What follows belongs to an exercise in optimizing a design on an open flow for small area, a short achievable clock period and few clock cycles per item; a production flow would make more cautious choices. The RTL was checked by simulation tests, not by an equivalence proof against the original design. Power figures rest on the tool's default switching activity, not on a simulated workload.

== run 1 ==
Design mul_unit, start of the top module:
module mul_unit (
    input  wire        clk,
    input  wire        rst,         
    input  wire        in_valid,
    output wire        in_ready,
    input  wire [31:0] a,
    input  wire [31:0] b,
    input  wire [31:0] c,
    input  wire [5:0]  shift,
    input  wire        signed_op,
    input  wire        trunc,
    output reg         out_valid,
    output reg  [63:0] r,
    output reg         ovf32
);
For scale: roughly 3700 cells after synthesis, about 170 I/O pins, ~39000 um^2 of cells after synthesis.
export LEC_CHECK = 0
export CAP_MARGIN = 20
export CORE_MARGIN = 2
export CORE_UTILIZATION = 40
export CTS_CLUSTER_DIAMETER = 70
export CTS_CLUSTER_SIZE = 36
export SLEW_MARGIN = 20
export SYNTH_HIERARCHICAL = 1
create_clock -name core_clock -period 19.0 [get_ports {clk}]
standard.sh (not shown) runs the stock make flow with config.mk's settings and CLKGATE_MAP_FILE= SYNTH_SCRIPT=/design/flow/synth_recipe.tcl, a recipe that flattens the netlist after the stock synthesis.
==> flow/flow/run.sh <==
#!/bin/bash
set -euo pipefail
MARGIN=$(cat flow/margin.txt)
CTS="-sink_clustering_enable -repair_clock_nets -sink_clustering_size 36 -sink_clustering_max_diameter 70 -wire_unit 10"
bash standard.sh synth > synth.log 2>&1
RESULTS=orfs/results/${FLOW_PLATFORM}/mul_unit/base openroad -no_init -exit flow/downsize.tcl > downsize.log 2>&1
touch orfs/results/${FLOW_PLATFORM}/mul_unit/base/1_synth.sdc
bash standard.sh SETUP_SLACK_MARGIN=$MARGIN "BUFFER_PORTS_ARGS=-buffer_cell sky130_fd_sc_hd__buf_1" "CTS_ARGS=$CTS" finish > layout.log 2>&1
==> flow/flow/downsize.tcl <==
# Resize every combinational cell of the synthesized netlist to the smallest
# drive strength of its kind (registers and their cell types stay as
# synthesis made them); the layout's timing repair then sizes up only the
# cells its paths need.
set results $::env(RESULTS)
read_db $results/1_synth.odb
set db [ord::get_db]
set n 0
set before 0.0
set after 0.0
foreach inst [[ord::get_db_block] getInsts] {
  set m [$inst getMaster]
  set name [$m getName]
  if {![regexp {^(sky130_fd_sc_hd__[a-z0-9]+)_(\d+)$} $name -> base drive]} { continue }
  if {[regexp {df|dl|sdf|edf|conb|tap|fill|decap|clkbuf|clkinv|clkdly|dlygate|dlymetal|probe|lpflow} $base]} { continue }
  set best ""
  set bestw 1e9
  foreach d {1 0 2} {
    set cand [$db findMaster ${base}_$d]
    if {$cand eq "NULL" || $cand eq ""} { continue }
    if {[$cand getWidth] < $bestw} { set best $cand; set bestw [$cand getWidth] }
  }
  if {$best eq "" || [$best getName] eq $name} { continue }
  if {[$best getWidth] >= [$m getWidth]} { continue }
  if {[$inst swapMaster $best]} { incr n }
}
puts "downsized $n instances"
write_db $results/1_synth.odb
==> flow/flow/margin.txt <==
14.2
Run 1 did not stop at any stage, and its layout met the timing, design-rule and antenna checks.
Testbench counts of run 1, summed over its fixed seeds: cycles 16,032, ops 16,000.
What run 2 does differently from run 1 at the input level:
Settings: a change of CORE_UTILIZATION from 40 to 60.
==> flow/flow/run.sh <==
#!/bin/bash
set -euo pipefail
MARGIN=$(cat flow/margin.txt)
bash standard.sh synth > synth.log 2>&1
RESULTS=orfs/results/${FLOW_PLATFORM}/mul_unit/base openroad -no_init -exit flow/downsize.tcl > downsize.log 2>&1
touch orfs/results/${FLOW_PLATFORM}/mul_unit/base/1_synth.sdc
bash standard.sh SETUP_SLACK_MARGIN=$MARGIN "BUFFER_PORTS_ARGS=-buffer_cell sky130_fd_sc_hd__buf_1" finish > layout.log 2>&1
==> flow/flow/margin.txt <==
14.0
[summary]
Diff run 1 -> run 2: weighted congestion reported at the end of routability-driven placement up about 7%; final period demand of the worst path up 97 ps; total vias in the final route up 2.0%; leakage component of the power down 0.35 nW. Going from run 1 to run 2, die area decreased about 33%, area overhead of the layout relative to synthesis decreased 2.9 points. For run 2, the highest signal layer in the routed design was met5, unlike run 1, where it was met4. Diff run 1 -> run 2: fraction of power consumed by the clock network lower; width of the chip lower; standard-cell row count lower; final-stage net count lower.
Edits applied to the flow inputs when going from run 2 to run 3:
Settings: a change of CORE_UTILIZATION from 60 to 40.
==> flow/flow/run.sh <==
#!/bin/bash
set -euo pipefail
MARGIN=$(cat flow/margin.txt)
CTS="-sink_clustering_enable -repair_clock_nets -sink_clustering_size 36 -sink_clustering_max_diameter 70 -wire_unit 10"
bash standard.sh synth > synth.log 2>&1
RESULTS=orfs/results/${FLOW_PLATFORM}/mul_unit/base openroad -no_init -exit flow/downsize.tcl > downsize.log 2>&1
touch orfs/results/${FLOW_PLATFORM}/mul_unit/base/1_synth.sdc
bash standard.sh SETUP_SLACK_MARGIN=$MARGIN "BUFFER_PORTS_ARGS=-buffer_cell sky130_fd_sc_hd__buf_1" "CTS_ARGS=$CTS" finish > layout.log 2>&1
==> flow/flow/margin.txt <==
14.12
- Routing usage on met1 ends up lower on run 3.
- Diff run 3 and run 2: global-route wire length before repair lower in run 2
- Between run 3 and run 2, the wire length per cell after detailed routing is lower for run 3.
- Run 3 vs run 2 — least setup slack across all paths after layout rose 100 ps.
- Looking at capture point of the worst path, the r[14] result is from run 2; the r[48] one comes from run 3.
- For combined area of the multi-input logic cells, run 3 and run 2 come out practically identical.
- Cell area after layout in run 3 vs run 2: up 860 um^2
--- input diff run 3..run 4 ---
Settings: CORE_UTILIZATION: 40 -> 60.
==> comparison <==
Wire length of the first global-routing pass on run 4 is ahead of run 3.
[compare] base=run 3 new=run 4: sequential share of layout area increased by 0.45 points relative to the old numbers; initial DRC count now larger; number of gates resized after CTS picked up an extra about 60%.
In the reports for run 4 and run 3, the larger final standard cell utilization of the core belongs to run 4.
Comparing worst slew margin relative to its limit for run 4 and run 3, the bigger number came from run 3.
Lower routed length on met3 among run 4 and run 3: run 3
Every run (run 4 and run 3) finished clean.
Setup changes, run 4 to run 5
Settings: a change of CORE_UTILIZATION from 60 to 40.
==> flow/flow/run.sh <==
#!/bin/bash
set -euo pipefail
MARGIN=$(cat flow/margin.txt)
bash standard.sh synth > synth.log 2>&1
RESULTS=orfs/results/${FLOW_PLATFORM}/mul_unit/base openroad -no_init -exit flow/downsize.tcl > downsize.log 2>&1
touch orfs/results/${FLOW_PLATFORM}/mul_unit/base/1_synth.sdc
bash standard.sh SETUP_SLACK_MARGIN=$MARGIN "BUFFER_PORTS_ARGS=-buffer_cell sky130_fd_sc_hd__buf_1" finish > layout.log 2>&1
==> flow/flow/margin.txt <==
14.0
Results
- On run 5: total global routing track utilization is 12 points lower than what run 4 gave.
- Diff run 4 -> run 5 | synthesis-to-layout area growth | increase of 0.71 points
- Between run 4 and run 5, the area fraction of clock buffers and clock inverters is lower for run 4.
- Re final worst setup slack: run 4 and run 5 aren't equal, and the lower value belongs to run 5.
- Re post-cts sizing count: run 5 is about 80% down on run 4.
- Compared with run 4, run 5 is more frugal on power.
- Reported for run 4 and run 5, mapped cell area turned out identical to the last digit.
- On multi-input logic area, run 4 and run 5 are neck and neck.
- Re critical path data arrival time: run 4 was lower than run 5.

[separate check: timing with driven ports]
The flow's constraints put no driver on any port. The routed layouts listed below were extracted and timed again, unchanged, in two steps.
Step 1 assumes that a clkbuf_16 drives the clock port and a buf_2 every other input.
Step 2 also shifts input and output timing later by t, the mid clock arrival at the registers, as if the neighbouring blocks saw the same clock.
a / b / c = no drivers / after step 1 / after step 2; a / b = the first two.
run	t (ns)	setup slack, ns	worst setup path after step 2
run 1	0.629	14.147 / 14.078 / 14.240	register to register
run 2	0.727	14.050 / 13.981 / 14.175	register to register
run 3	0.629	14.154 / 14.081 / 14.253	register to register
run 4	0.705	14.090 / 14.018 / 14.249	register to register
run 5	0.678	14.069 / 13.996 / 14.111	register to register
After both steps every run listed still meets setup and hold.
